This is an optimization exercise on Yosys and OpenROAD, whose aim is small area, a short achievable clock period and few clock cycles per item, not a production implementation.
Where RTL was checked, it was by simulation tests only, not by an equivalence proof against the original.
The RTL of runs 2 and 3 was laid out without a check of its function.
No activity file was given, so power comes from the tool's default toggle rates.

==> flow/design.v <==
module babe_dectree (
    input  wire        clk,
    input  wire        rst,
    input  wire        start,
    input  wire        first,
    input  wire [15:0] img_w,
    input  wire [15:0] stripe_y,
    input  wire [15:0] stripe_h,
    output wire        busy,
    output wire        fault,
    input  wire        in_valid,
    input  wire [7:0]  in_data,
    output wire        in_ready,
    output wire        job_valid,
    input  wire        job_ready,
    output wire [15:0] job_x,
    output wire [15:0] job_y,
    output wire [15:0] job_w,
    output wire [15:0] job_h,
    output wire [23:0] job_pal,
    output wire [7:0]  job_idx
);
    localparam BW  = 18;         
    localparam LIM = BW - 8;     
    reg        walking;          
    reg        busy_r;
    reg        fault_r;
    reg        ir;               
    reg [BW-1:0] bb;
    reg [4:0]    c;
    reg [15:0] xe, ye, w, h;
    reg        nge, nun, nfun;
    reg [4:0]  nd;               
    reg [4:0]  na;               
    reg [15:0] gw, gh;
    reg [3:0]  mw, mh;
    reg        tv;
    reg        tdir;             
    reg        tge, tun, tfun;
    reg [4:0]  td;               
    reg [4:0]  ta;
    reg [15:0] tvw, tvh;
    reg        tiw, tih;
    reg        p2v;
    reg [4:0]  p2;
    reg [4:0]  p2a, p2b;
    reg [31:0] prest;            
    reg [31:0] s_dir;            
    reg [31:0] s_pw, s_ph;       
    reg [31:0] s_ge;             
    reg [4:0]  s_a [1:7];        
    reg        jv;
    reg [15:0] jx, jy, jw, jh;
    reg [7:0]  ji;
    reg [31:0] ord;
    function need_fn;            
        input [4:0] cc;
        input [10:0] bt;         
        input       tvalid, un, fun;
        begin
            need_fn = 1'b0;
            if (cc == 5'd0)
                need_fn = 1'b1;
            else if (bt[10]) begin                       
                if (cc < 5'd9)        need_fn = 1'b1;
                else if (!tvalid)     need_fn = 1'b0;
                else if (cc == 5'd9)  need_fn = 1'b1;
                else                  need_fn = bt[1] && (cc < 5'd18);
            end else if (!un) begin                      
                if (cc == 5'd1)       need_fn = 1'b1;
                else if (bt[9]) begin                    
                    if (cc < 5'd11)   need_fn = 1'b1;
                    else              need_fn = bt[0] && (cc < 5'd19);
                end else if (!fun) begin                 
                    if (cc == 5'd2)   need_fn = 1'b1;
                    else              need_fn = bt[8] && (cc < 5'd11);
                end
            end
        end
    endfunction
    function [15:0] inc16;       
        input [15:0] v;
        input        i;
        integer j;
        begin
            for (j = 0; j < 16; j = j + 1)
                inc16[j] = v[j] ^ (i & (&(v | ~((16'd1 << j) - 16'd1))));
        end
    endfunction
    function [3:0] msb16;        
        input [15:0] v;
        integer j;
        begin
            msb16 = 4'd0;
            for (j = 0; j < 16; j = j + 1)
                if (v[j]) msb16 = j;
        end
    endfunction
    function [2:0] cnt4;         
        input [3:0] m;
        begin
            cnt4[0] = ^m;
            cnt4[2] = &m;
            cnt4[1] = ((m[0] & m[1]) | (m[2] & m[3]) | ((m[0] ^ m[1]) & (m[2] ^ m[3]))) & ~(&m);
        end
    endfunction
    function [4:0] add53;        
        input [4:0] g;
        input [2:0] l;
        reg [2:0] p, k;
        reg c1, c2, c3, c4;
        begin
            p = g[2:0] ^ l;
            k = g[2:0] & l;
            c1 = k[0];
            c2 = k[1] | (p[1] & k[0]);
            c3 = k[2] | (p[2] & k[1]) | (p[2] & p[1] & k[0]);
            c4 = g[3] & c3;
            add53 = {g[4] ^ c4, g[3] ^ c3, p[2] ^ c2, p[1] ^ c1, p[0]};
        end
    endfunction
    function is1;                
        input [15:0] v;
        input        i;
        is1 = i ? (v == 16'd0) : (v == 16'd1);
    endfunction
    function is23;               
        input [15:0] v;
        input        i;
        is23 = i ? (v == 16'd1 || v == 16'd2) : (v == 16'd2 || v == 16'd3);
    endfunction
    wire [15:0] w_lo = w >> 1;
    wire [15:0] h_lo = h >> 1;
    wire [15:0] w_hi = inc16(w_lo, w[0]);
    wire [15:0] h_hi = inc16(h_lo, h[0]);
    wire [15:0] fw = nge ? w_lo : w;
    wire [15:0] fh = nge ? h : h_lo;
    wire [15:0] sw = nge ? w_hi : w;
    wire [15:0] sh = nge ? h : h_hi;
    wire [16:0] fa_op = nge ? {1'b0, w} : {w, 1'b1};
    wire [16:0] fb_op = nge ? {h, 1'b0} : {1'b0, h};
    wire [16:0] sa_op = nge ? {1'b0, w_hi} : {w, 1'b0};
    wire [16:0] sb_op = {1'b0, h};
    wire f_ge = fa_op >= fb_op;
    wire s_ge_n = sa_op >= sb_op;
    wire f_fun = (is23(fw, 1'b0) && is1(fh, 1'b0)) || (is1(fw, 1'b0) && is23(fh, 1'b0));
    wire s_fun = (is23(sw, 1'b0) && is1(sh, 1'b0)) || (is1(sw, 1'b0) && is23(sh, 1'b0));
    wire s_un  = (w == 16'd2 && h == 16'd1) || (w == 16'd1 && h == 16'd2);
    wire b0  = bb[BW-1];
    wire b1  = bb[BW-2];
    assign in_ready = ir;
    wire load = ir && in_valid;
    wire [BW+7:0] av = {bb, 8'd0} | (load ? ({in_data, {BW{1'b0}}} >> c) : {(BW+8){1'b0}});
    wire job_free = !jv || job_ready;
    wire c0 = (c == 5'd0);
    wire t_int   = c0 ? (load && !in_data[7]) : !b0;
    wire st_fault = walking && t_int && nun;
    wire st_merge = walking && !c0 && !b0 && b1 && !nun && (c >= 5'd2) &&
                    ((c >= 5'd10) || load) && job_free;
    wire st_desc  = walking && t_int && !nun && !st_merge;
    wire st_leaf  = walking && !c0 && b0 && ((c >= 5'd9) || load) && job_free;
    wire st_pop   = st_leaf && tv;
    wire [4:0] cl = load ? c + 5'd8 : c;
    reg [BW+7:0] avs;
    reg [4:0]    c_nx;
    always @(*) begin
        if (st_merge)                  begin avs = av << 10; c_nx = cl - 5'd10; end
        else if (st_leaf)              begin avs = av << 9;  c_nx = cl - 5'd9;  end
        else if (st_desc || st_fault)  begin avs = av << 1;  c_nx = cl - 5'd1;  end
        else                           begin avs = av;       c_nx = cl;         end
    end
    wire [15:0] t_w = tvw + {15'd0, tiw};
    wire [15:0] t_h = tvh + {15'd0, tih};
    wire [15:0] r_vw = p2a[4] ? 16'd0 : (gw >> p2a[3:0]);
    wire [15:0] r_vh = p2b[4] ? 16'd0 : (gh >> p2b[3:0]);
    wire        r_iw = s_pw[p2] ^ r_vw[0];
    wire        r_ih = s_ph[p2] ^ r_vh[0];
    wire        w_0  = p2a > {1'b0, mw};
    wire        w_1  = p2a == {1'b0, mw};
    wire        w_23 = p2a + 5'd1 == {1'b0, mw};
    wire        h_0  = p2b > {1'b0, mh};
    wire        h_1  = p2b == {1'b0, mh};
    wire        h_23 = p2b + 5'd1 == {1'b0, mh};
    wire        r_w1  = r_iw ? w_0 : w_1;
    wire        r_h1  = r_ih ? h_0 : h_1;
    wire        r_w23 = r_iw ? (w_1 || (w_23 && !r_vw[0])) : w_23;
    wire        r_h23 = r_ih ? (h_1 || (h_23 && !r_vh[0])) : h_23;
    wire        r_un  = r_w1 && r_h1;
    wire        r_fun = (r_w23 && r_h1) || (r_w1 && r_h23);
    reg [31:0] q_h;
    reg [4:0]  q_d;
    reg [4:0]  q_base, q_bb;
    reg [2:0]  q_loc, q_lb;
    reg [3:0]  q_g, q_n;
    integer i, k;
    always @(*) begin
        for (i = 0; i < 32; i = i + 1)
            q_h[i] = prest[i] && !(|(prest >> (i + 1)));
        q_d = 5'd0;
        for (i = 0; i < 32; i = i + 1)
            if (q_h[i]) q_d = q_d | i;
        q_base = 5'd0;
        q_bb = 5'd0;
        for (k = 1; k < 8; k = k + 1)
            if (|q_h[4*k +: 4]) begin
                q_base = q_base | s_a[k];
                q_bb   = q_bb | (4 * k - s_a[k]);
            end
        q_g = 4'd0;
        for (k = 0; k < 8; k = k + 1)
            if (|q_h[4*k +: 4]) q_g = s_dir[4*k +: 4];
        q_n = 4'd0;
        for (i = 0; i < 32; i = i + 1)
            if (q_h[i]) q_n = q_n | ~(4'b1110 << (i & 3));
        q_loc = cnt4(q_g & q_n);
        q_lb  = cnt4(~q_g & q_n);
    end
    wire       q_v = |prest;
    wire [4:0] q_a = add53(q_base, q_loc);
    wire [4:0] q_b = add53(q_bb, q_lb);
    wire [15:0] xe_t = xe + tvw + {15'd0, tiw};
    wire [15:0] ye_t = ye + tvh + {15'd0, tih};
    wire [15:0] xe_f = xe + ~w_lo + {15'd0, !w[0]};
    wire [15:0] ye_f = ye + ~h_lo + {15'd0, !h[0]};
    wire [15:0] x_n  = xe - w;
    wire [15:0] y_n  = ye - h;
    wire walk_next = (st_fault || (st_leaf && !tv)) ? 1'b0 :
                     (!busy_r && start) ? 1'b1 : walking;
    wire jv_next   = st_leaf || st_merge || (jv && !job_ready);
    reg        tv_nx, un_nx, fun_nx;
    reg [4:0]  cs_nx;
    reg [BW-1:0] bs_nx;
    always @(*) begin
        tv_nx  = tv;
        un_nx  = nun;
        fun_nx = nfun;
        cs_nx  = c_nx;
        bs_nx  = avs[BW+7:8];
        if (!busy_r && start) begin
            tv_nx  = 1'b0;
            un_nx  = (img_w == 16'd1) && (stripe_h == 16'd1);
            fun_nx = (is23(img_w, 1'b0) && is1(stripe_h, 1'b0)) ||
                     (is1(img_w, 1'b0) && is23(stripe_h, 1'b0));
            if (first) begin
                cs_nx = 5'd0;
                bs_nx = {BW{1'b0}};
            end
        end
        if (st_desc) begin
            tv_nx  = 1'b1;
            un_nx  = nfun;
            fun_nx = f_fun;
        end
        if (st_merge) begin
            un_nx  = s_un;
            fun_nx = s_fun;
        end
        if (st_pop) begin
            tv_nx  = p2v;
            un_nx  = tun;
            fun_nx = tfun;
        end
    end
    always @(posedge clk) begin
        if (rst) begin
            walking <= 1'b0;
            busy_r  <= 1'b0;
            fault_r <= 1'b0;
            jv      <= 1'b0;
            ir      <= 1'b0;
        end else begin
            walking <= walk_next;
            jv      <= jv_next;
            if (!busy_r) busy_r <= start;
            else         busy_r <= walk_next || jv_next;
            ir <= walk_next && (cs_nx <= LIM) &&
                  need_fn(cs_nx, bs_nx[BW-1:BW-11], tv_nx, un_nx, fun_nx);
            bb  <= bs_nx;
            c   <= cs_nx;
            tv  <= tv_nx;
            nun <= un_nx;
            nfun <= fun_nx;
            if (jv && job_ready) ord <= ord + 32'd1;
            if (!busy_r && start) begin
                fault_r <= 1'b0;
                xe  <= img_w;
                ye  <= stripe_y + stripe_h;
                w   <= img_w;
                h   <= stripe_h;
                nge <= (img_w >= stripe_h);
                gw  <= img_w;
                gh  <= stripe_h;
                mw  <= msb16(img_w);
                mh  <= msb16(stripe_h);
                nd  <= 5'd0;
                na  <= 5'd0;
                p2v <= 1'b0;
                prest <= 32'd0;
                if (first) ord <= 32'd0;
            end
            if (st_fault) fault_r <= 1'b1;
            if (st_desc || st_merge) begin
                s_dir[nd] <= nge;
                if (nd[1:0] == 2'd0 && nd[4:2] != 3'd0)
                    s_a[nd[4:2]] <= na;
                nd <= nd + 5'd1;
                na <= na + {4'd0, nge};
            end
            if (st_desc) begin
                if (p2v) prest[p2] <= 1'b1;
                s_pw[nd] <= sw[0];
                s_ph[nd] <= sh[0];
                s_ge[nd] <= s_ge_n;
                tdir <= nge;
                tge  <= s_ge_n;
                tun  <= s_un;
                tfun <= s_fun;
                td   <= nd;
                ta   <= na + {4'd0, nge};
                tvw  <= sw;
                tvh  <= sh;
                tiw  <= 1'b0;
                tih  <= 1'b0;
                p2v  <= tv;
                p2   <= td;
                p2a  <= ta;
                p2b  <= td + 5'd1 - ta;
                if (nge) begin w <= w_lo; xe <= xe_f; end
                else     begin h <= h_lo; ye <= ye_f; end
                nge <= f_ge;
            end
            if (st_merge) begin
                jx <= x_n;
                jy <= y_n;
                jw <= fw;
                jh <= fh;
                ji <= av[BW+5:BW-2];
                if (nge) w <= w_hi;
                else     h <= h_hi;
                nge <= s_ge_n;
            end
            if (st_leaf) begin
                jx <= x_n;
                jy <= y_n;
                jw <= w;
                jh <= h;
                ji <= av[BW+6:BW-1];
            end
            if (st_pop) begin
                if (tdir) xe <= xe_t;
                else      ye <= ye_t;
                w   <= t_w;
                h   <= t_h;
                nge <= tge;
                nd  <= td + 5'd1;
                na  <= ta;
                prest <= prest & ~q_h;
                tdir <= s_dir[p2];
                tge  <= s_ge[p2];
                tun  <= r_un;
                tfun <= r_fun;
                td   <= p2;
                ta   <= p2a;
                tvw  <= r_vw;
                tvh  <= r_vh;
                tiw  <= r_iw;
                tih  <= r_ih;
                p2v  <= q_v;
                p2   <= q_d;
                p2a  <= q_a;
                p2b  <= q_b;
            end
        end
    end
    assign busy      = busy_r;
    assign fault     = fault_r;
    assign job_valid = jv;
    assign job_x     = jx;
    assign job_y     = jy;
    assign job_w     = jw;
    assign job_h     = jh;
    assign job_pal   = ord[31:8];
    assign job_idx   = ji;
endmodule
==> flow/run.sh <==
#!/bin/bash
# synth_recipe.tcl (not shown) runs the flow's synth.tcl, then flattens the netlist and writes it again
# the make line also repeats each setting of config.mk as NAME=value (left out here)
make -C /OpenROAD-flow-scripts/flow DESIGN_CONFIG=/design/flow/config.mk WORK_HOME=/design/flow/orfs CLKGATE_MAP_FILE= SYNTH_SCRIPT=/design/flow/synth_recipe.tcl finish
==> flow/config.mk <==
export PLATFORM = sky130hd
export DESIGN_NAME = babe_dectree
export DESIGN_NICKNAME = babe_dectree
export VERILOG_FILES = /design/flow/design.v
export SDC_FILE = /design/flow/constraint.sdc
export NUM_CORES = 4
export LEC_CHECK = 0
export CAP_MARGIN = 20
export CORE_MARGIN = 2
export CORE_UTILIZATION = 40
export PLACE_DENSITY = 0.6
export SETUP_SLACK_MARGIN = 2.0
export SLEW_MARGIN = 20
==> flow/constraint.sdc <==
create_clock -name core_clock -period 6.0 [get_ports {clk}]
set_input_delay 1.2000 -clock core_clock [delete_from_list [all_inputs] [get_ports {clk}]]
set_output_delay 1.2000 -clock core_clock [all_outputs]
set_load 0.01 [all_outputs]
==> flow_metrics.env, run 1 <==
export IMPL_status="timing/DRC/antenna clean"
export IMPL_cp_data_arrival_time_ns=4.53
export IMPL_design_core_area_sq_um=91520
export IMPL_die_h_um=307.7
export IMPL_detail_route_wl_per_cell_um=23.58
export IMPL_skew_ns=0.02946
export IMPL_ys_ff_latch=509
export IMPL_clock_sinks=509
export IMPL_netlist_area_sq_um=36880
export IMPL_first_global_vias=29808
export IMPL_fmax_ghz=0.2433
export IMPL_worstHoldPathType="reg -> reg"
export IMPL_cts_root_buf="clkbuf_16"
export IMPL_irDropWorstVdd_v=0.0002050
export IMPL_ys_flop_type="edfxtp_1"
export IMPL_numPortBuffers=161
export IMPL_crit_buf_inv=1
export IMPL_end_kind="flop"
export IMPL_syn_to_final_growth_pct=15.52
export IMPL_overflow=0
export IMPL_track_usage=0.2543
export IMPL_setup_viol=0
export IMPL_critPathKind="reg -> reg"
export IMPL_hold_viol_final=0
export IMPL_drtAntennaViolNets=0
export IMPL_viasPerCell=6.067
export IMPL_slew_violations=0
export IMPL_clk_pin_slew_ns=0.07
export IMPL_instances_no_fill=5292
export IMPL_die_area_sq_um=94650
export IMPL_max_stage_delay_ns=0.62
export IMPL_drt_initial_drc_count=4111
export IMPL_fin_hold_ws_ns=0.4698
export IMPL_p_leak_nw=15.89
export IMPL_startpoint_type="flop"
export IMPL_synth_top_area_cell="edfxtp_1"
export IMPL_cts_buffers=58
export IMPL_worstPathRequired_ns=6.42
export IMPL_finalCritPeriodShare=0.6850
export IMPL_seq_area_frac_synth=0.4131
export IMPL_grt_max_degree=97
export IMPL_drc_errors=0
export IMPL_first_pass_iters=9
export IMPL_finalCoreUtilization=0.4655
export IMPL_synth_top_cell_area_share=0.4104
export IMPL_synth_edf_count=504
export IMPL_tns_ns=0
export IMPL_drt_wl_total_mm=124.8
export IMPL_cts_max_level=2
export IMPL_placed_area_sq_um=39680
export IMPL_path_common_cell="ha_1"
export IMPL_finalCriticalPeriod_ns=4.110
export IMPL_synth_area_leaders="edfxtp_1 41%, ha_1 7.3%, nand2_1 5.1%"
export IMPL_cp_max_fo=5
export IMPL_design_area_sq_um=42610
export IMPL_cts_max_path_buffers=3
export IMPL_fin_nets=4351
export IMPL_start_util=0.4030
export IMPL_synth_cells=3922
export IMPL_drive_above_1_share=0.1145
export IMPL_yosysUniqueCellTypes=105
export IMPL_syn_nets=4213
export IMPL_async_reset_ff_frac=0
export IMPL_ys_warn_count=1
export IMPL_worstMarginPinSlew_ns=1.136
export IMPL_hpwl_mm=88.71
export IMPL_via_count=32109
export IMPL_clock_latency_ns=0.67
export IMPL_power_density_nw_per_um2=267.4
export IMPL_path_cells="or4_4, buf_6, a221oi_4, nor2_1, a221o_1, a221oi_2, a21oi_2, ha_1, ha_2, nor3_2, nor2_2, ha_1, a21o_1, a21o_1, ha_1, xor2_1, o21ai_1"
export IMPL_slowest_stage="or4_4"
export IMPL_crit_family="compound AO/OA/AOI/OAI gates"
export IMPL_die_w_um=307.7
export IMPL_row_count=111
export IMPL_relSlewSlack=0.2406
export IMPL_antenna_found_initial=3
export IMPL_syn_avg_cell_area_sq_um=9.404
export IMPL_cts_tree="yes"
export IMPL_postCtsHoldBufs=0
export IMPL_io_pins=162
export IMPL_drv_cap=0
export IMPL_dp_cells=5094
export IMPL_grt_pass1_wl_mm=185.8
export IMPL_gp_congestion=0.9796
export IMPL_rsz0062_at_grt="true"
[timing repair]
item	CTS	global route
resized for setup	40	58
pin swaps	19	25
endpoints found under the setup margin	231	79
setup buffers	56	32
cloned	1	3
[cell usage after synthesis, types with 59 or more instances]
master / number
ha_1: 215
clkbuf_1: 143
o22ai_1: 59
inv_1: 159
xor2_1: 102
nor3_1: 79
nor2_1: 334
a21oi_1: 295
o21ai_0: 323
nand2_1: 500
xnor2_1: 107
edfxtp_1: 504
nand3_1: 123
mux2i_1: 69
[sequential cells by signal, indices dropped and copies added (netlist names), 18 cells and up]
register,cells
s_ge,32
s_dir,32
bb,18
s_ph,32
s_pw,32
prest,32
ord,32
s_a,35
[routing by layer]
metal,vias to the layer above,track usage,wire length (um)
met2,1438,0.4012,56510
li1,14899,-,-
met5,-,0,37
met4,6,0.08973,4473
met1,15473,0.3468,52520
met3,293,0.05079,11230
[path summary, 6_finish.rpt]
check,end,start,depth (start not counted),slack (ns)
max,p2a[4],prest[24],17,1.89
min,fault_r,fault_r,2,0.47
max reg2reg,p2a[4],prest[24],17,1.89
min reg2reg,fault_r,fault_r,2,0.47
[power by group]
part           total (mW)  switching [mW]  internal [mW]
clock network        3.48            1.58           1.90
logic                3.38            2.06           1.32
registers            4.53           0.274           4.26
total                11.4            3.92           7.48
[cell families (layout without fill, tap and decap cells)]
family / Yosys count / in the layout / share of synthesized area
AOI/OAI and AO/OA: 1099 / 1101 / 0.1890
xor gates and xnor gates: 209 / 209 / 0.04963
adders and majority gates: 229 / 229 / 0.08054
buffers and inverters: 405 / 586 / 0.04576
DFF: 509 / 509 / 0.4131
muxes: 157 / 157 / 0.05835
other: 0 / 1 / 0
and+or+nand+nor: 1314 / 1314 / 0.1636
[layout make-up]
class | count | area (sq um)
tap | 1186 | 1484
antenna | 1 | 2.502
inverter | 167 | 644.4
clock buffer | 66 | 1481
clock inverter | 39 | 305.3
multi-input combinational | 3010 | 20570
timing repair buffer | 314 | 2880
fill | 8593 | 48920
sequential | 509 | 15230
[cell usage in the layout, fill, tap and decap left out, types with 14 or more instances in the layout]
cell	synthesis	routed
nor3_1	79	72
clkinv_1	4	17
clkbuf_16	0	60
nand3_1	123	119
nor2_1	334	322
o21a_1	20	20
xor2_1	102	101
nand2_1	500	491
inv_1	159	154
o31ai_1	31	31
edfxtp_1	504	504
and2_1	20	17
nand4_1	35	35
xnor2_1	107	107
a21o_1	37	37
o221ai_1	23	23
a221oi_1	25	17
mux4_2	41	41
or3_1	31	31
buf_4	29	138
clkdlybuf4s50_1	0	157
mux2_2	44	44
nor4_1	32	24
o21ai_0	323	316
a32oi_1	16	16
a221o_1	17	17
a21oi_1	295	287
o22ai_1	59	59
ha_1	215	210
mux2i_1	69	67
nand2b_1	25	24
and3_1	27	25
a31oi_1	24	23
a21boi_0	15	14
o211ai_1	44	44
clkinv_2	0	15
nor2b_1	48	46
a211oi_1	34	32
[stage by stage]
step,setup WS (ns),power [mW]
2_1_floorplan,1.873,6.750
3_3_place_gp,1.164,7.708
3_5_place_dp,1.044,7.730
4_1_cts,1.902,11.30
5_1_grt,1.721,11.90
6_report,1.890,11.39
[worst register-to-register path: stages (launching register included)]
cell,delay (ns)
edfxtp_1,0.40
or4_4,0.62
buf_6,0.17
a221oi_4,0.26
nor2_1,0.08
a221o_1,0.28
a221oi_2,0.27
a21oi_2,0.09
ha_1,0.31
ha_2,0.18
nor3_2,0.13
nor2_2,0.07
ha_1,0.27
a21o_1,0.16
a21o_1,0.18
ha_1,0.18
xor2_1,0.15
o21ai_1,0.07
Testbench counts, summed over its fixed seeds: cycles 11,546, jobs 6,997.
==> run 2, diff against run 1 <==
--- a/flow/design.v
+++ b/flow/design.v
@@ -140,8 +140,15 @@
     wire [16:0] fa_op = nge ? {1'b0, w} : {w, 1'b1};
     wire [16:0] fb_op = nge ? {h, 1'b0} : {1'b0, h};
-    wire [16:0] sa_op = nge ? {1'b0, w_hi} : {w, 1'b0};
-    wire [16:0] sb_op = {1'b0, h};
     wire f_ge = fa_op >= fb_op;
-    wire s_ge_n = sa_op >= sb_op;
+    wire [15:0] hlow;            
+    genvar gi;
+    generate
+        for (gi = 0; gi < 16; gi = gi + 1) begin : hl
+            if (gi == 0) assign hlow[gi] = 1'b1;
+            else         assign hlow[gi] = ~(|h[gi-1:0]);
+        end
+    endgenerate
+    wire w_lo_p1_h = &(~((w_lo ^ h) ^ hlow));      
+    wire s_ge_n = nge ? (f_ge || (w[0] && w_lo_p1_h)) : ({w, 1'b0} >= {1'b0, h});
     wire f_fun = (is23(fw, 1'b0) && is1(fh, 1'b0)) || (is1(fw, 1'b0) && is23(fh, 1'b0));
     wire s_fun = (is23(sw, 1'b0) && is1(sh, 1'b0)) || (is1(sw, 1'b0) && is23(sh, 1'b0));
==> flow_metrics.env, run 2 <==
export IMPL_status="timing/DRC/antenna clean"
export IMPL_synth_edf_count=504
export IMPL_yosysUniqueCellTypes=104
export IMPL_final_cell_mix="504 x edfxtp_1, 418 x nand2_1, 304 x nor2_1, 301 x o21ai_0, 267 x a21oi_1"
export IMPL_yosysMostFrequentCell="edfxtp_1"
export IMPL_synth_area_leaders="edfxtp_1 41%, ha_1 7.2%, nand2_1 4.3%"
export IMPL_cp_data_arrival_time_ns=4.67
export IMPL_worstMarginPinSlew_ns=1.112
export IMPL_numPortBuffers=161
export IMPL_dp_slack_ns=1.264
export IMPL_seq_area_frac_synth=0.4086
export IMPL_syn_nets=4206
export IMPL_cts_buffers=58
export IMPL_cp_depth=21
export IMPL_slowest_stage="edfxtp_1"
export IMPL_startpoint_type="flop"
export IMPL_drt_initial_drc_count=3685
export IMPL_drv_cap=0
export IMPL_ys_ff_latch=509
export IMPL_end_kind="flop"
export IMPL_critPathKind="reg -> reg"
export IMPL_finalCriticalPeriod_ns=4.277
export IMPL_p_leak_nw=15.77
export IMPL_rsz0062_at_grt="true"
export IMPL_clock_sinks=509
export IMPL_tns_ns=0
export IMPL_path_cells="or3_4, or2_4, nor2_4, and3_4, nand2_8, nor3_4, nand2_2, nor2_4, a221o_1, a31oi_1, ha_1, ha_2, nor3_2, or2_4, inv_2, ha_4, a21o_1, a21o_1, ha_4, xor2_1, a21oi_1"
export IMPL_hold_viol_final=0
export IMPL_irDropWorstVdd_v=0.0002209
export IMPL_overflow=0
export IMPL_worstHoldPathType="reg -> reg"
export IMPL_drc_errors=0
export IMPL_syn_avg_cell_area_sq_um=9.523
export IMPL_start_util=0.4049
export IMPL_slew_violations=0
export IMPL_max_stage_delay_ns=0.41
export IMPL_reg2reg_slack_ns=1.72
export IMPL_synth_top_cell_area_share=0.4059
export IMPL_fin_nets=4327
export IMPL_netlist_area_sq_um=37280
export IMPL_die_w_um=309.3
export IMPL_finalCritPeriodShare=0.7128
export IMPL_setup_viol=0
export IMPL_io_pins=162
export IMPL_async_reset_ff_frac=0
export IMPL_first_global_vias=30253
export IMPL_finalCoreUtilization=0.4677
export IMPL_cts_root_buf="clkbuf_16"
export IMPL_syn_to_final_growth_pct=15.52
export IMPL_placed_area_sq_um=40230
export IMPL_ys_warn_count=1
export IMPL_cts_max_level=2
export IMPL_worst_slack_ns=1.723
export IMPL_clk_pin_slew_ns=0.06
export IMPL_crit_buf_inv=1
export IMPL_postCtsHoldBufs=0
export IMPL_skew_ns=0.03450
export IMPL_synth_cells=3915
export IMPL_r2r_cells=21
export IMPL_mostFrequentLayoutCell="edfxtp_1"
export IMPL_crit_family="simple AND/OR/NAND/NOR gates"
export IMPL_die_h_um=309.3
export IMPL_synth_top_area_cell="edfxtp_1"
export IMPL_row_count=111
export IMPL_viasPerCell=6.086
export IMPL_hpwl_mm=89.62
export IMPL_grt_max_degree=74
export IMPL_detail_route_wl_per_cell_um=23.44
export IMPL_track_usage=0.2550
export IMPL_design_area_sq_um=43070
export IMPL_cts_tree="yes"
export IMPL_p_total_mw=11.56
export IMPL_fmax_ghz=0.2338
export IMPL_antenna_found_initial=10
export IMPL_ys_top_cells_by_count="504 x edfxtp_1, 423 x nand2_1, 313 x nor2_1"
export IMPL_relSlewSlack=0.2584
export IMPL_power_density_nw_per_um2=268.4
export IMPL_largest_register_ffs=35
export IMPL_timing_rr_start="prest[31]"
export IMPL_reg2reg_to="p2b[4]"
export IMPL_die_area_sq_um=95660
export IMPL_first_pass_iters=6
export IMPL_cp_max_fo=5
export IMPL_drive_above_1_share=0.1043
export IMPL_via_count=32438
export IMPL_clock_latency_ns=0.66
export IMPL_grt_pass1_wl_mm=188.4
export IMPL_crit_path_end="p2b[4]"
export IMPL_cp_startpoint="prest[31]"
export IMPL_worstPathRequired_ns=6.39
export IMPL_design_core_area_sq_um=92080
export IMPL_drt_wl_total_mm=124.9
export IMPL_ys_flop_type="edfxtp_1"
export IMPL_cts_max_path_buffers=3
export IMPL_drtAntennaViolNets=0
export IMPL_gp_congestion=0.9379
-- run 2: metal layers --
metal | vias to the layer above | GRT usage | share of wire
li1 | 15046 | - | -
met1 | 15642 | 0.3611 | 0.43
met2 | 1512 | 0.4025 | 0.45
met3 | 222 | 0.04071 | 0.087
met4 | 16 | 0.07383 | 0.028
met5 | - | 0 | 0.00080
-- run 2: repair_timing --
| action | CTS | global route |
|---|---|---|
| cloned | 2 | 1 |
| buffers inserted | 42 | 30 |
| pin swaps | 30 | 7 |
| resized for setup | 23 | 26 |
| setup endpoints to repair | 233 | 165 |
-- run 2: area by class of cell --
type,count,area [sq um]
well taps,1243,1555
clock buffers,64,1474
multi-input cells,2989,20760
inverters,172,660.6
clock inverters,45,518.0
repair buffers,306,2864
flip-flops and latches,509,15230
diodes,2,5.005
fillers,8647,49010
-- run 2: logic make-up after synthesis --
| group | count (synthesis) | synth area share |
|---|---|---|
| AND/OR/NAND/NOR | 1268 | 0.1607 |
| multiplexers | 148 | 0.05635 |
| XOR/XNOR | 206 | 0.04839 |
| adder cells (fa/ha/maj) | 231 | 0.08024 |
| flip-flops | 509 | 0.4086 |
| AO/OA/AOI/OAI | 1134 | 0.1992 |
| buffers and inverters | 419 | 0.04651 |
-- run 2: power breakdown --
part / internal (mW) / leakage (nW) / switching, mW / total, mW
Combinational: 1.28 / 10.0 / 1.95 / 3.22
Clock: 2.21 / 0.975 / 1.60 / 3.81
Sequential: 4.24 / 4.76 / 0.289 / 4.52
-- run 2: metrics by stage --
step           std cells  hold slack [ns]
2_1_floorplan       3915           0.4805
3_5_place_dp        5143           0.4580
6_report            5330           0.4666
3_3_place_gp        5143           0.4540
5_1_grt             5328           0.5039
4_1_cts             5296           0.4730
-- run 2: worst min path at each step --
stage                     endpoint  cells after the start    start  slack (ns)
final                      fault_r                      2  fault_r        0.47
after global routing       fault_r                      2  fault_r        0.50
after CTS                  fault_r                      2  fault_r        0.47
after detailed placement   fault_r                      2  fault_r        0.46
after global placement     fault_r                      2  fault_r        0.45
after floorplan            fault_r                      2  fault_r        0.48
-- run 2: worst reg2reg max path: cells and delay by family (launching register included) --
kind / cells / cell delay [ns]
simple gates: 10 / 1.79
fa+ha+maj: 4 / 0.85
compound gates: 5 / 0.76
flops: 1 / 0.41
xor+xnor: 1 / 0.15
buf+inv: 1 / 0.06
==> run 3, diff against run 2 <==
--- a/flow/design.v
+++ b/flow/design.v
@@ -195,31 +195,43 @@
     wire        r_un  = r_w1 && r_h1;
     wire        r_fun = (r_w23 && r_h1) || (r_w1 && r_h23);
+    wire [7:0]  g_any;
+    wire [1:0]  g_j  [0:7];
+    wire [2:0]  g_la [0:7];
+    wire [2:0]  g_lb [0:7];
+    genvar gk;
+    generate
+        for (gk = 0; gk < 8; gk = gk + 1) begin : grp
+            wire [3:0] pr = prest[4*gk +: 4];
+            wire [3:0] dr = s_dir[4*gk +: 4];
+            wire [3:0] m  = {pr[3], |pr[3:2], |pr[3:1], 1'b1};
+            assign g_any[gk] = |pr;
+            assign g_j[gk]   = pr[3] ? 2'd3 : pr[2] ? 2'd2 : pr[1] ? 2'd1 : 2'd0;
+            assign g_la[gk]  = cnt4(dr & m);
+            assign g_lb[gk]  = cnt4(~dr & m);
+        end
+    endgenerate
     reg [31:0] q_h;
     reg [4:0]  q_d;
     reg [4:0]  q_base, q_bb;
     reg [2:0]  q_loc, q_lb;
-    reg [3:0]  q_g, q_n;
     integer i, k;
     always @(*) begin
-        for (i = 0; i < 32; i = i + 1)
-            q_h[i] = prest[i] && !(|(prest >> (i + 1)));
+        q_h = 32'd0;
         q_d = 5'd0;
-        for (i = 0; i < 32; i = i + 1)
-            if (q_h[i]) q_d = q_d | i;
         q_base = 5'd0;
         q_bb = 5'd0;
-        for (k = 1; k < 8; k = k + 1)
-            if (|q_h[4*k +: 4]) begin
-                q_base = q_base | s_a[k];
-                q_bb   = q_bb | (4 * k - s_a[k]);
-            end
-        q_g = 4'd0;
+        q_loc = 3'd0;
+        q_lb = 3'd0;
         for (k = 0; k < 8; k = k + 1)
-            if (|q_h[4*k +: 4]) q_g = s_dir[4*k +: 4];
-        q_n = 4'd0;
-        for (i = 0; i < 32; i = i + 1)
-            if (q_h[i]) q_n = q_n | ~(4'b1110 << (i & 3));
-        q_loc = cnt4(q_g & q_n);
-        q_lb  = cnt4(~q_g & q_n);
+            if (g_any[k] && !(|(g_any >> (k + 1)))) begin
+                q_h[4*k + g_j[k]] = 1'b1;
+                q_d = q_d | (4 * k + g_j[k]);
+                if (k != 0) begin
+                    q_base = q_base | s_a[k == 0 ? 1 : k];
+                    q_bb   = q_bb | (4 * k - s_a[k == 0 ? 1 : k]);
+                end
+                q_loc = q_loc | g_la[k];
+                q_lb  = q_lb | g_lb[k];
+            end
     end
     wire       q_v = |prest;
==> flow_metrics.env, run 3 <==
export IMPL_first_pass_iters=9
export IMPL_status="timing/DRC/antenna clean"
export IMPL_syn_to_final_growth_pct=15.30
export IMPL_finalCriticalPeriod_ns=3.982
export IMPL_path_cells="clkinvlp_4, buf_6, nand2_1, o21ai_0, ha_1, o21ai_0, nand2b_1, a211oi_1, or3_1, a31o_2, a21oi_4, o32a_4, nand2_1, o21ai_0"
export IMPL_p_leak_nw=16.39
export IMPL_p_int_mw=7.815
export IMPL_fmax_ghz=0.2512
export IMPL_drtAntennaViolNets=0
export IMPL_mostFrequentLayoutCell="edfxtp_1"
export IMPL_viasPerCell=6.167
export IMPL_detail_route_wl_per_cell_um=24.58
export IMPL_critPathKind="reg -> reg"
export IMPL_end_kind="flop"
export IMPL_hpwl_mm=99.72
export IMPL_design_core_area_sq_um=94730
export IMPL_start_util=0.4031
export IMPL_drc_errors=0
export IMPL_die_h_um=313.0
export IMPL_final_cell_mix="504 x edfxtp_1, 495 x nand2_1, 363 x o21ai_0, 314 x nor2_1, 296 x a21oi_1"
export IMPL_ys_warn_count=1
export IMPL_synth_area_leaders="edfxtp_1 40%, ha_1 8.5%, nand2_1 4.9%"
export IMPL_ys_top_cells_by_count="504 x edfxtp_1, 502 x nand2_1, 368 x o21ai_0"
export IMPL_grt_pass1_wl_mm=198.9
export IMPL_max_stage_delay_ns=0.54
export IMPL_cts_root_buf="clkbuf_16"
export IMPL_row_count=113
export IMPL_p_seq_frac=0.382
export IMPL_synth_top_cell_area_share=0.3964
export IMPL_relSlewSlack=0.3003
export IMPL_crit_buf_inv=2
export IMPL_clock_sinks=509
export IMPL_skew_ns=0.03358
export IMPL_drive_above_1_share=0.09900
export IMPL_grt_max_degree=83
export IMPL_pwr_share_clk=0.322
export IMPL_drt_wl_total_mm=136.6
export IMPL_drv_cap=0
export IMPL_syn_nets=4449
export IMPL_cts_tree="yes"
export IMPL_cp_data_arrival_time_ns=4.47
export IMPL_seq_area_frac_synth=0.3990
export IMPL_clk_pin_slew_ns=0.06
export IMPL_swShare=0.3428
export IMPL_netlist_area_sq_um=38180
export IMPL_irDropWorstVdd_v=0.0002289
export IMPL_ys_ff_latch=509
export IMPL_ys_flop_type="edfxtp_1"
export IMPL_finalCritPeriodShare=0.6636
export IMPL_gp_congestion=1.022
export IMPL_crit_family="compound AO/OA/AOI/OAI gates"
export IMPL_syn_avg_cell_area_sq_um=9.283
export IMPL_cts_buffers=60
export IMPL_yosysUniqueCellTypes=94
export IMPL_slowest_stage="edfxtp_1"
export IMPL_synth_edf_count=504
export IMPL_antenna_found_initial=2
export IMPL_worstHoldPathType="reg -> reg"
export IMPL_antenna_cells=0
export IMPL_fillers=9080
export IMPL_p_sw_mw=4.077
export IMPL_finalCoreUtilization=0.4647
export IMPL_slew_violations=0
export IMPL_numPortBuffers=161
export IMPL_cp_max_fo=20
export IMPL_worstMarginPinSlew_ns=1.050
export IMPL_setup_viol=0
export IMPL_die_area_sq_um=97940
export IMPL_hold_viol_final=0
export IMPL_startpoint_type="flop"
export IMPL_async_reset_ff_frac=0
export IMPL_multi_input_area_sq_um=21650
export IMPL_register_area_sq_um=15230
export IMPL_power_density_nw_per_um2=270.1
export IMPL_synth_cells=4113
export IMPL_clock_latency_ns=0.69
export IMPL_first_global_vias=31745
export IMPL_io_pins=162
export IMPL_via_count=34277
export IMPL_largest_register_ffs=35
export IMPL_overflow=0
export IMPL_fin_nets=4582
export IMPL_die_w_um=313.0
export IMPL_yosysMostFrequentCell="edfxtp_1"
export IMPL_cts_max_level=2
export IMPL_synth_top_area_cell="edfxtp_1"
export IMPL_fin_hold_ws_ns=0.5535
export IMPL_p_comb_frac=0.296
export IMPL_tns_ns=0
export IMPL_track_usage=0.2648
export IMPL_cts_max_path_buffers=3
export IMPL_drt_initial_drc_count=4073
export IMPL_worstPathRequired_ns=6.49
export IMPL_path_common_cell="o21ai_0"
export IMPL_rsz0062_at_grt="true"
run 3: stage by stage:
stage / power, mW / area, sq um / cells / worst slack, ns
finish: 11.89 / 44020 / 5558 / 2.018
global route: 12.39 / 44020 / 5558 / 1.956
detailed placement: 7.863 / 41060 / 5370 / 1.177
CTS: 11.75 / 43370 / 5504 / 2.013
floorplan: 6.783 / 38260 / 4113 / 1.991
global placement: 7.833 / 41060 / 5370 / 1.214
run 3: kinds of logic (layout without fill, tap and decap cells):
| kind of cell | count (synthesis) | count (layout) | share of synthesized area |
|---|---|---|---|
| AO/OA/AOI/OAI | 1167 | 1169 | 0.1896 |
| XOR/XNOR | 223 | 223 | 0.05115 |
| adder cells (fa/ha/maj) | 274 | 274 | 0.09254 |
| buffers and inverters | 419 | 596 | 0.04516 |
| flip-flops | 509 | 509 | 0.3990 |
| multiplexers | 139 | 139 | 0.05328 |
| AND/OR/NAND/NOR | 1382 | 1383 | 0.1693 |
run 3: metal layers:
metal | wire length, um | global-route usage
met5 | 13 | 0
met3 | 12100 | 0.04122
met2 | 62930 | 0.4311
met1 | 54350 | 0.3469
met4 | 7199 | 0.1219
run 3: tightest hold or removal path, cell delays in order (launching register included):
cell and delay [ns]:
edfxtp_1 0.34, nand2_1 0.05, o21ai_0 0.06
run 3: timing repair:
action / 4_1_cts / 5_1_grt
resized for setup: 29 / 47
pin swaps: 3 / 12
hold buffers: 0 / 0
cloned: 1 / 5
buffers inserted: 24 / 48
setup endpoints to repair: 310 / 69
run 3: final timing paths:
| path | startpoint | end | slack, ns | depth (start not counted) |
|---|---|---|---|---|
| min | s_ge[27] | s_ge[27] | 0.55 | 2 |
| max | nge | s_ge[19] | 2.02 | 14 |
| min reg2reg | s_ge[27] | s_ge[27] | 0.55 | 2 |
| max reg2reg | nge | s_ge[19] | 2.02 | 14 |
run 3: power groups by stage:
stage                     clock network, mW  registers, mW  logic, mW
after CTS                              3.89           4.56       3.31
after detailed placement                  0           4.67       3.19
after global routing                   4.01           4.56       3.82
final                                  3.83           4.54       3.52
after global placement                    0           4.67       3.16
after floorplan                           0           4.47       2.31
run 3: cell type report:
cell class | instances | area share
Timing Repair Buffer | 311 | 0.06529
Tap cell | 1265 | 0.03595
Sequential cell | 509 | 0.3461
Clock buffer | 69 | 0.03536
Multi-Input combinational cell | 3188 | 0.4918
Inverter | 176 | 0.01543
Clock inverter | 40 | 0.01006
==> run 4, diff against run 3 <==
--- a/flow/design.v
+++ b/flow/design.v
@@ -120,4 +120,19 @@
         end
     endfunction
+    function ge17;               
+        input [16:0] a, b;
+        reg [31:0] gt, eq;
+        integer l, j;
+        begin
+            gt = {15'd0, a & ~b};
+            eq = {15'h7fff, ~(a ^ b)};
+            for (l = 1; l < 32; l = l * 2)
+                for (j = 0; j < 32; j = j + 2 * l) begin
+                    gt[j] = gt[j + l] | (eq[j + l] & gt[j]);
+                    eq[j] = eq[j + l] & eq[j];
+                end
+            ge17 = gt[0] | eq[0];
+        end
+    endfunction
     function is1;                
         input [15:0] v;
@@ -140,5 +155,5 @@
     wire [16:0] fa_op = nge ? {1'b0, w} : {w, 1'b1};
     wire [16:0] fb_op = nge ? {h, 1'b0} : {1'b0, h};
-    wire f_ge = fa_op >= fb_op;
+    wire f_ge = ge17(fa_op, fb_op);
     wire [15:0] hlow;            
     genvar gi;
@@ -150,5 +165,5 @@
     endgenerate
     wire w_lo_p1_h = &(~((w_lo ^ h) ^ hlow));      
-    wire s_ge_n = nge ? (f_ge || (w[0] && w_lo_p1_h)) : ({w, 1'b0} >= {1'b0, h});
+    wire s_ge_n = nge ? (f_ge || (w[0] && w_lo_p1_h)) : ge17({w, 1'b0}, {1'b0, h});
     wire f_fun = (is23(fw, 1'b0) && is1(fh, 1'b0)) || (is1(fw, 1'b0) && is23(fh, 1'b0));
     wire s_fun = (is23(sw, 1'b0) && is1(sh, 1'b0)) || (is1(sw, 1'b0) && is23(sh, 1'b0));
@@ -293,6 +308,9 @@
             if (!busy_r) busy_r <= start;
             else         busy_r <= walk_next || jv_next;
-            ir <= walk_next && (cs_nx <= LIM) &&
-                  need_fn(cs_nx, bs_nx[BW-1:BW-11], tv_nx, un_nx, fun_nx);
+            if (!busy_r)
+                ir <= start && (first || c0);
+            else
+                ir <= walk_next && (cs_nx <= LIM) &&
+                      need_fn(cs_nx, bs_nx[BW-1:BW-11], tv_nx, un_nx, fun_nx);
             bb  <= bs_nx;
             c   <= cs_nx;
@@ -307,5 +325,5 @@
                 w   <= img_w;
                 h   <= stripe_h;
-                nge <= (img_w >= stripe_h);
+                nge <= ge17({1'b0, img_w}, {1'b0, stripe_h});
                 gw  <= img_w;
                 gh  <= stripe_h;
--- a/flow/config.mk
+++ b/flow/config.mk
@@ -6,8 +6,8 @@
 export NUM_CORES = 4
 export LEC_CHECK = 0
-export CAP_MARGIN = 20
+export CAP_MARGIN = 10
 export CORE_MARGIN = 2
 export CORE_UTILIZATION = 40
 export PLACE_DENSITY = 0.6
 export SETUP_SLACK_MARGIN = 2.0
-export SLEW_MARGIN = 20
+export SLEW_MARGIN = 10
==> flow_metrics.env, run 4 <==
export IMPL_startpoint_type="flop"
export IMPL_hold_depth=2
export IMPL_clock_sinks=509
export IMPL_ys_flop_type="edfxtp_1"
export IMPL_antenna_cells=0
export IMPL_track_usage=0.2591
export IMPL_die_h_um=312.4
export IMPL_worst_slack_ns=2.071
export IMPL_netlist_area_sq_um=38040
export IMPL_ys_top_cells_by_count="504 x edfxtp_1, 498 x nand2_1, 346 x o21ai_0"
export IMPL_power_density_nw_per_um2=277.3
export IMPL_register_area_sq_um=15230
export IMPL_ys_ff_latch=509
export IMPL_worstPathRequired_ns=6.54
export IMPL_dp_slack_ns=1.298
export IMPL_die_w_um=312.4
export IMPL_timing_rr_start="h[1]"
export IMPL_design_core_area_sq_um=94590
export IMPL_seq_area_frac_synth=0.4005
export IMPL_synth_fa_ha_area_frac=0.09322
export IMPL_largest_register_ffs=35
export IMPL_async_reset_ff_frac=0
export IMPL_fmax_ghz=0.2545
export IMPL_syn_nets=4417
export IMPL_start_util=0.4021
export IMPL_viasPerCell=6.084
export IMPL_first_global_vias=31163
export IMPL_synth_cells=4080
export IMPL_final_cell_mix="504 x edfxtp_1, 496 x nand2_1, 342 x o21ai_0, 325 x nor2_1, 299 x a21oi_1"
export IMPL_p_leak_nw=16.21
export IMPL_drv_cap=0
export IMPL_io_pins=162
export IMPL_via_count=33492
export IMPL_multi_input_area_sq_um=21440
export IMPL_r2r_cells=10
export IMPL_fillers=9024
export IMPL_drtAntennaViolNets=0
export IMPL_synth_top_family_by_area="compound AO/OA/AOI/OAI gates"
export IMPL_synth_xor_area_frac=0.04674
export IMPL_syn_avg_cell_area_sq_um=9.323
export IMPL_mostFrequentLayoutCell="edfxtp_1"
export IMPL_critPathKind="reg -> reg"
export IMPL_hold_viol_final=0
export IMPL_postCtsHoldBufs=0
export IMPL_relSlewSlack=0.3053
export IMPL_swShare=0.3431
export IMPL_muxShareOfSynthArea=0.05329
export IMPL_drt_wl_total_mm=131.0
export IMPL_cts_buffers=60
export IMPL_cts_max_path_buffers=3
export IMPL_grt_max_degree=83
export IMPL_synth_top_cell_area_share=0.3979
export IMPL_dp_cells=5342
export IMPL_grt_pass1_wl_mm=195.6
export IMPL_synth_area_leaders="edfxtp_1 40%, ha_1 8.6%, nand2_1 4.9%"
export IMPL_tns_ns=0
export IMPL_die_area_sq_um=97580
export IMPL_finalCriticalPeriod_ns=3.929
export IMPL_instances_no_fill=5505
export IMPL_rsz0062_at_grt="true"
export IMPL_clock_latency_ns=0.67
export IMPL_setup_viol=0
export IMPL_reg2reg_to="ir"
export IMPL_end_kind="flop"
export IMPL_p_seq_frac=0.379
export IMPL_overflow=0
export IMPL_cp_data_arrival_time_ns=4.47
export IMPL_p_sw_mw=4.149
export IMPL_slew_violations=0
export IMPL_status="timing/DRC/antenna clean"
export IMPL_ys_warn_count=1
export IMPL_p_int_mw=7.945
export IMPL_first_pass_iters=9
export IMPL_slowest_stage="a2111oi_1"
export IMPL_fin_nets=4529
export IMPL_cts_root_buf="clkbuf_16"
export IMPL_detail_route_wl_per_cell_um=23.80
export IMPL_synth_compound_area_frac=0.1866
export IMPL_synth_edf_count=504
export IMPL_max_stage_delay_ns=0.78
export IMPL_reg2reg_slack_ns=2.07
export IMPL_finalCritPeriodShare=0.6549
export IMPL_yosysMostFrequentCell="edfxtp_1"
export IMPL_cts_max_level=2
export IMPL_synthSimpleGateAreaFrac=0.1757
export IMPL_yosysUniqueCellTypes=94
export IMPL_clk_pin_slew_ns=0.06
export IMPL_worstHoldPathType="reg -> reg"
export IMPL_gp_congestion=0.9777
export IMPL_cp_max_fo=16
export IMPL_p_comb_frac=0.301
export IMPL_row_count=113
export IMPL_hpwl_mm=96.03
export IMPL_drive_above_1_share=0.08915
export IMPL_skew_ns=0.03597
export IMPL_drc_errors=0
export IMPL_worstHoldEndpoint="s_ge[23]"
export IMPL_numPortBuffers=161
export IMPL_irDropWorstVdd_v=0.0002377
export IMPL_min_delay_start="s_ge[23]"
export IMPL_drt_initial_drc_count=4158
export IMPL_synth_top_area_cell="edfxtp_1"
export IMPL_pwr_share_clk=0.320
export IMPL_worstMarginPinSlew_ns=1.032
export IMPL_syn_to_final_growth_pct=14.68
export IMPL_cts_tree="yes"
export IMPL_antenna_found_initial=4
export IMPL_path_cells="buf_4, and4_1, nand3_2, a2111oi_1, nand4_1, nor4_2, nor2_1, o31ai_1, nor2b_1, o211ai_1"
==> run 4: what timing repair did <==
action	in CTS	in global routing
pin swaps	0	3
setup buffers	24	27
endpoints found under the setup margin	326	312
cloned	1	1
gates resized for setup	26	33
==> run 4: power by group through the flow <==
| stage | Clock, mW | Combinational [mW] | Sequential (mW) |
|---|---|---|---|
| 2_1_floorplan | 0 | 2.43 | 4.51 |
| 3_3_place_gp | 0 | 3.38 | 4.69 |
| 6_report | 3.87 | 3.64 | 4.59 |
| 3_5_place_dp | 0 | 3.40 | 4.69 |
| 5_1_grt | 4.05 | 3.96 | 4.61 |
| 4_1_cts | 3.91 | 3.51 | 4.59 |
==> run 4: layout make-up <==
class | count | area share
sequential | 509 | 0.3493
timing repair buffer | 290 | 0.06181
clock buffer | 70 | 0.03528
clock inverter | 40 | 0.01113
tap | 1265 | 0.03628
multi-input combinational | 3161 | 0.4915
inverter | 170 | 0.01477
==> run 4: worst max path at each step <==
stage	start	endpoint	cells after the start
after global placement	job_ready	ir	12
after global routing	in_valid	prest[5]	9
after detailed placement	job_ready	ir	12
after floorplan	job_ready	jh[0]	7
after CTS	p2[0]	tun	9
final	h[1]	ir	10
==> run 4: worst max-delay path: cells and delay by family, from the launching register on <==
family	cells	cell delay, ns
buf+inv	1	0.26
simple gates	6	1.85
compound gates	3	1.34
flops	1	0.34
==> run 4: kinds of logic (layout without fill, tap and decap cells) <==
group	count (synthesis)	after routing
adders and majority gates	275	275
DFF	509	509
buffers and inverters	410	570
and+or+nand+nor	1421	1421
muxes	131	131
AOI/OAI and AO/OA	1131	1131
xor gates and xnor gates	203	203
==> run 4: per-layer routing <==
layer  track usage  share of wire
met3       0.03729          0.084
met2        0.4070           0.45
met5             0        0.00021
met1        0.3590           0.42
met4        0.1064          0.042
==> run 4: through the flow <==
step                utilization  total power, mW  cell area (sq um)  hold WS, ns
CTS                      0.4573            12.01              43250       0.5552
detailed placement       0.4326            8.090              40910       0.5417
floorplan                     -            6.943              38100       0.4805
finish                   0.4612            12.09              43620       0.5518
global route             0.4612            12.62              43620       0.5839
global placement         0.4326            8.068              40910       0.5314
Testbench counts of run 4, summed over its fixed seeds: cycles 11,584, jobs 6,997.
==> run 5, diff against run 4 <==
--- a/flow/config.mk
+++ b/flow/config.mk
@@ -6,8 +6,8 @@
 export NUM_CORES = 4
 export LEC_CHECK = 0
-export CAP_MARGIN = 10
+export CAP_MARGIN = 20
 export CORE_MARGIN = 2
 export CORE_UTILIZATION = 40
 export PLACE_DENSITY = 0.6
-export SETUP_SLACK_MARGIN = 2.0
-export SLEW_MARGIN = 10
+export SETUP_SLACK_MARGIN = 1.7
+export SLEW_MARGIN = 20
==> flow_metrics.env, run 5 <==
export IMPL_fin_nets=4486
export IMPL_first_pass_iters=6
export IMPL_gp_congestion=0.9593
export IMPL_finalCriticalPeriod_ns=4.213
export IMPL_cp_data_arrival_time_ns=4.76
export IMPL_syn_to_final_growth_pct=13.09
export IMPL_track_usage=0.2568
export IMPL_cts_tree="yes"
export IMPL_start_util=0.4021
export IMPL_design_area_sq_um=43020
export IMPL_drt_initial_drc_count=3892
export IMPL_p_leak_nw=15.91
export IMPL_drtAntennaViolNets=0
export IMPL_crit_buf_inv=1
export IMPL_synth_top_area_cell="edfxtp_1"
export IMPL_cp_max_fo=65
export IMPL_drc_errors=0
export IMPL_syn_nets=4417
export IMPL_grt_pass1_wl_mm=194.5
export IMPL_p_total_mw=11.77
export IMPL_power_density_nw_per_um2=273.6
export IMPL_fillers=8990
export IMPL_highest_layer="met5"
export IMPL_seq_area_frac_synth=0.4005
export IMPL_fmax_ghz=0.2374
export IMPL_worstHoldPathType="reg -> reg"
export IMPL_synth_top_family_by_area="compound AO/OA/AOI/OAI gates"
export IMPL_met2_length_mm=57.33
export IMPL_fin_hold_ws_ns=0.5546
export IMPL_hold_viol_final=0
export IMPL_drt_wl_total_mm=128.5
export IMPL_yosysMostFrequentCell="edfxtp_1"
export IMPL_p_comb_frac=0.295
export IMPL_overflow=0
export IMPL_die_area_sq_um=97580
export IMPL_register_area_sq_um=15230
export IMPL_numPortBuffers=161
export IMPL_dp_slack_ns=1.161
export IMPL_via_count=33246
export IMPL_drive_above_1_share=0.07670
export IMPL_clock_latency_ns=0.69
export IMPL_design_core_area_sq_um=94590
export IMPL_io_pins=162
export IMPL_rsz0062_at_grt="true"
export IMPL_skew_ns=0.02370
export IMPL_worst_slack_ns=1.787
export IMPL_path_cells="buf_4, nor2b_1, a21oi_1, nand4_1, nor3_1, o21ai_0, nor4_2, o21ai_0, o31ai_1, nor2b_1, o211ai_1"
export IMPL_drt_met1_wl_mm=54.62
export IMPL_clk_pin_slew_ns=0.07
export IMPL_relSlewSlack=0.3087
export IMPL_tns_ns=0
export IMPL_async_reset_ff_frac=0
export IMPL_ys_ff_latch=509
export IMPL_first_global_vias=31131
export IMPL_synth_xor_area_frac=0.04674
export IMPL_clock_sinks=509
export IMPL_p_seq_frac=0.395
export IMPL_swShare=0.3484
export IMPL_dp_cells=5342
export IMPL_mostFrequentLayoutCell="edfxtp_1"
export IMPL_antenna_found_initial=3
export IMPL_critPathKind="reg -> reg"
export IMPL_grt_max_degree=88
export IMPL_cts_max_path_buffers=3
export IMPL_wl_met3_mm=10.39
export IMPL_instances_no_fill=5464
export IMPL_synth_compound_area_frac=0.1866
export IMPL_row_count=113
export IMPL_syn_avg_cell_area_sq_um=9.323
export IMPL_synth_fa_ha_area_frac=0.09322
export IMPL_multi_input_area_sq_um=21350
export IMPL_cts_buffers=59
export IMPL_worstMarginPinSlew_ns=1.033
export IMPL_yosysUniqueCellTypes=94
export IMPL_detail_route_wl_per_cell_um=23.51
export IMPL_final_cell_mix="504 x edfxtp_1, 495 x nand2_1, 344 x o21ai_0, 326 x nor2_1, 299 x a21oi_1"
export IMPL_worstPathRequired_ns=6.55
export IMPL_synth_top_cell_area_share=0.3979
export IMPL_finalCoreUtilization=0.4548
export IMPL_synth_area_leaders="edfxtp_1 40%, ha_1 8.6%, nand2_1 4.9%"
export IMPL_viasPerCell=6.085
export IMPL_synth_cells=4080
export IMPL_ys_flop_type="edfxtp_1"
export IMPL_netlist_area_sq_um=38040
export IMPL_cts_root_buf="clkbuf_16"
export IMPL_end_kind="flop"
export IMPL_pwr_share_clk=0.310
export IMPL_cts_max_level=2
export IMPL_crit_family="simple AND/OR/NAND/NOR gates"
export IMPL_ys_top_cells_by_count="504 x edfxtp_1, 498 x nand2_1, 346 x o21ai_0"
export IMPL_max_stage_delay_ns=0.66
export IMPL_largest_register_ffs=35
export IMPL_p_int_mw=7.669
export IMPL_die_w_um=312.4
export IMPL_muxShareOfSynthArea=0.05329
export IMPL_startpoint_type="flop"
export IMPL_slowest_stage="nor4_2"
export IMPL_placed_area_sq_um=40900
export IMPL_hpwl_mm=95.67
export IMPL_p_sw_mw=4.100
export IMPL_irDropWorstVdd_v=0.0002371
export IMPL_synth_edf_count=504
export IMPL_finalCritPeriodShare=0.7021
export IMPL_ys_warn_count=1
export IMPL_status="timing/DRC/antenna clean"
export IMPL_drv_cap=0
export IMPL_slew_violations=0
export IMPL_die_h_um=312.4
export IMPL_setup_viol=0
export IMPL_postCtsHoldBufs=0
export IMPL_synthSimpleGateAreaFrac=0.1757
## run 5: cell counts after synthesis
No cell type changed its count.
## run 5: path summary, 6_finish.rpt
path / start / endpoint / slack, ns / depth (start not counted)
worst max-delay path: nge / ir / 1.79 / 11
worst min-delay path: s_ph[19] / s_ph[19] / 0.55 / 2
worst max register to register: nge / ir / 1.79 / 11
worst min register to register: s_ph[19] / s_ph[19] / 0.55 / 2
## run 5: worst min-delay path, cell delays in order (launching register included)
cell and delay [ns]:
edfxtp_1 0.34, nand2_1 0.05, o21ai_0 0.06
## run 5: final cells by class
cell class,count,share of cell area
Antenna cell,1,0.00005817
Clock inverter,38,0.008261
Multi-Input combinational cell,3161,0.4963
Sequential cell,509,0.3542
Clock buffer,72,0.03595
Timing Repair Buffer,248,0.05355
Tap cell,1265,0.03679
Inverter,170,0.01492
## run 5: kinds of logic after synthesis
| group | Yosys count |
|---|---|
| compound gates | 1131 |
| xor+xnor | 203 |
| fa+ha+maj | 275 |
| buf+inv | 410 |
| flops | 509 |
| mux | 131 |
| simple gates | 1421 |
## run 5: routing by layer
metal,GRT usage,vias to the layer above
met5,0,-
met4,0.1137,2
met3,0.04001,289
met2,0.3973,1579
met1,0.3557,15966
li1,-,15410
## run 5: repair_timing
action                     CTS  global route
pin swaps                    0             1
setup endpoints to repair   86           127
setup buffers                2             9
resized for setup            8            21
gates cloned                 0             0
## run 5: power groups by stage
stage / Sequential (mW) / Combinational (mW) / Clock (mW)
after floorplan: 4.51 / 2.43 / 0
after global placement: 4.71 / 3.34 / 0
after detailed placement: 4.72 / 3.36 / 0
after CTS: 4.64 / 3.39 / 3.72
after global routing: 4.67 / 3.81 / 3.82
final: 4.65 / 3.47 / 3.65
==> run 6, diff against run 5 <==
--- a/flow/config.mk
+++ b/flow/config.mk
@@ -10,4 +10,4 @@
 export CORE_UTILIZATION = 40
 export PLACE_DENSITY = 0.6
-export SETUP_SLACK_MARGIN = 1.7
+export SETUP_SLACK_MARGIN = 2.6
 export SLEW_MARGIN = 20
==> flow_metrics.env, run 6 <==
export IMPL_status="timing/DRC/antenna clean"
export IMPL_grt_pass1_wl_mm=199.3
export IMPL_design_core_area_sq_um=94590
export IMPL_drt_wl_total_mm=134.1
export IMPL_dp_slack_ns=1.090
export IMPL_seq_area_frac_synth=0.4005
export IMPL_crit_buf_inv=1
export IMPL_postCtsHoldBufs=0
export IMPL_antenna_found_initial=1
export IMPL_synth_cells=4080
export IMPL_power_density_nw_per_um2=273.6
export IMPL_tns_ns=0
export IMPL_use_met3=0.04074
export IMPL_irDropWorstVdd_v=0.0002273
export IMPL_min_delay_start="fault_r"
export IMPL_grt_max_degree=73
export IMPL_worst_slack_ns=2.259
export IMPL_die_w_um=312.4
export IMPL_track_usage=0.2644
export IMPL_io_pins=162
export IMPL_synth_area_leaders="edfxtp_1 40%, ha_1 8.6%, nand2_1 4.9%"
export IMPL_crit_family="simple AND/OR/NAND/NOR gates"
export IMPL_cts_tree="yes"
export IMPL_drc_errors=0
export IMPL_path_cells="nor3_4, buf_4, nand2b_2, nand2_1, o21ai_0, a31oi_1, nand4_1, a31oi_1, o21ai_0, ha_1, a21o_1, ha_2, nand2_1, o21ai_1"
export IMPL_synth_top_cell_area_share=0.3979
export IMPL_hpwl_mm=95.03
export IMPL_via_count=34173
export IMPL_instances_no_fill=5596
export IMPL_gp_congestion=0.9630
export IMPL_largest_register_ffs=35
export IMPL_cts_root_buf="clkbuf_16"
export IMPL_skew_ns=0.02052
export IMPL_row_count=113
export IMPL_drtAntennaViolNets=0
export IMPL_slew_violations=0
export IMPL_die_area_sq_um=97580
export IMPL_ys_top_cells_by_count="504 x edfxtp_1, 498 x nand2_1, 346 x o21ai_0"
export IMPL_cp_max_fo=15
export IMPL_detail_route_wl_per_cell_um=23.97
export IMPL_synth_top_area_cell="edfxtp_1"
export IMPL_drt_initial_drc_count=3765
export IMPL_worstMarginPinSlew_ns=1.005
export IMPL_async_reset_ff_frac=0
export IMPL_finalCritPeriodShare=0.6236
export IMPL_fin_hold_ws_ns=0.4748
export IMPL_drv_cap=0
export IMPL_mostFrequentLayoutCell="edfxtp_1"
export IMPL_met2_usage=0.4193
export IMPL_use_met1=0.3628
export IMPL_first_pass_iters=6
export IMPL_ys_ff_latch=509
export IMPL_cts_buffers=61
export IMPL_cp_data_arrival_time_ns=4.16
export IMPL_cts_max_path_buffers=3
export IMPL_clock_sinks=509
export IMPL_syn_to_final_growth_pct=19.41
export IMPL_yosysMostFrequentCell="edfxtp_1"
export IMPL_worstPathRequired_ns=6.41
export IMPL_p_leak_nw=16.90
export IMPL_numPortBuffers=161
export IMPL_setup_viol=0
export IMPL_overflow=0
export IMPL_dp_cells=5331
export IMPL_final_cell_mix="504 x edfxtp_1, 487 x nand2_1, 317 x nor2_1, 303 x o21ai_0, 284 x a21oi_1"
export IMPL_rsz0062_at_grt="true"
export IMPL_finalCriticalPeriod_ns=3.741
export IMPL_timing_rr_start="prest[26]"
export IMPL_cp_startpoint="prest[26]"
export IMPL_syn_nets=4417
export IMPL_start_util=0.4021
export IMPL_viasPerCell=6.107
export IMPL_max_stage_delay_ns=0.50
export IMPL_slowest_stage="edfxtp_1"
export IMPL_ys_flop_type="edfxtp_1"
export IMPL_ys_warn_count=1
export IMPL_critPathKind="reg -> reg"
export IMPL_busiest_layer="met2"
export IMPL_antenna_cells=0
export IMPL_synth_edf_count=504
export IMPL_fin_nets=4623
export IMPL_die_h_um=312.4
export IMPL_syn_avg_cell_area_sq_um=9.323
export IMPL_fmax_ghz=0.2673
export IMPL_clock_latency_ns=0.67
export IMPL_drive_above_1_share=0.1427
export IMPL_clk_pin_slew_ns=0.06
export IMPL_relSlewSlack=0.3277
export IMPL_yosysUniqueCellTypes=94
export IMPL_first_global_vias=31808
export IMPL_end_kind="flop"
export IMPL_startpoint_type="flop"
export IMPL_netlist_area_sq_um=38040
export IMPL_worstHoldPathType="reg -> reg"
export IMPL_hold_viol_final=0
export IMPL_cts_max_level=2
[run 6: cell counts after synthesis]
No cell type changed its count.
[run 6: final cells by class]
type | instances | area, sq um
clock buffer | 74 | 1575
clock inverter | 34 | 436.7
fill | 8825 | 49160
inverter | 170 | 674.4
multi-input combinational | 3163 | 22320
sequential | 509 | 15230
tap | 1265 | 1583
timing repair buffer | 381 | 3600
[run 6: worst paths after layout]
path              depth (start not counted)  slack (ns)       to
hold reg to reg                           2        0.47  fault_r
setup reg to reg                         14        2.26   p2b[3]
setup / recovery                         14        2.26   p2b[3]
hold / removal                            2        0.47  fault_r
[run 6: kinds of logic after synthesis]
family,count (synthesis),synth area share
AOI/OAI and AO/OA,1131,0.1866
xor gates and xnor gates,203,0.04674
adders and majority gates,275,0.09322
buffers and inverters,410,0.04401
DFF,509,0.4005
muxes,131,0.05329
and+or+nand+nor,1421,0.1757
[run 6: what timing repair did]
action,4_1_cts,5_1_grt
gates resized for setup,147,178
gates cloned,4,3
pin swaps,48,75
setup endpoints to repair,546,310
setup buffers,101,49
[run 6: through the flow]
stage	utilization	area, sq um	total power, mW
after global placement	0.4323	40890	8.058
final	0.4802	45420	12.43
after floorplan	-	38240	6.963
after detailed placement	0.4325	40910	8.090
after CTS	0.4687	44330	12.17
after global routing	0.4802	45420	12.96
[run 6: power by group]
part           total [mW]  internal [mW]  switching [mW]
clock                3.84           2.24            1.60
sequential           4.56           4.28           0.276
combinational        4.03           1.59            2.43
total                12.4           8.12            4.31
[run 6: routing by layer]
metal  part of all wire  routed length [um]
met1               0.42               56540
met5           0.000067                   9
met4              0.043                5718
met2               0.45               60960
met3              0.081               10910
[run 6: worst min-delay path, stage by stage, from the launching register on]
cell	delay, ns
dfxtp_1	0.32
nand2_1	0.06
a21oi_1	0.05

-- what the ideal ports hide --
Ports are ideal in the flow. The routed layouts listed here were re-timed in OpenROAD. Step 1 (the two cells are an assumption about what drives the block):
set clk [get_ports {clk}]
set_driving_cell -lib_cell sky130_fd_sc_hd__clkbuf_16 $clk
set_driving_cell -lib_cell sky130_fd_sc_hd__buf_2 [delete_from_list [all_inputs] $clk]
Step 2 adds t to the input delays and takes it off the output delays; t is the mean of the earliest and latest rising clock arrival at the registers after step 1. Input paths then give back, and output paths get back, about the clock's delay inside the block. Slacks: no drivers / after step 1 / after step 2; pairs: no drivers / after step 1.
| run | shift t [ns] | setup WS [ns] | latest minus earliest clock arrival (ns) | worst register clock-pin slew, ns |
|---|---|---|---|---|
| run 1 | 0.727 | 1.890 / 1.890 / 1.470 | 0.032 / 0.032 | 0.07 / 0.07 |
| run 2 | 0.715 | 1.723 / 1.723 / 1.499 | 0.036 / 0.036 | 0.07 / 0.07 |
| run 3 | 0.735 | 2.018 / 2.018 / 1.456 | 0.036 / 0.036 | 0.07 / 0.07 |
| run 4 | 0.722 | 2.071 / 2.071 / 1.426 | 0.044 / 0.044 | 0.07 / 0.07 |
| run 5 | 0.748 | 1.787 / 1.787 / 1.301 | 0.024 / 0.024 | 0.07 / 0.07 |
| run 6 | 0.728 | 2.259 / 2.259 / 1.742 | 0.021 / 0.021 | 0.07 / 0.07 |
After both steps every run listed still meets setup and hold. The setup slack of run 4, which loses most, moves by 0.000 ns with the drivers and by -0.645 ns with both steps.
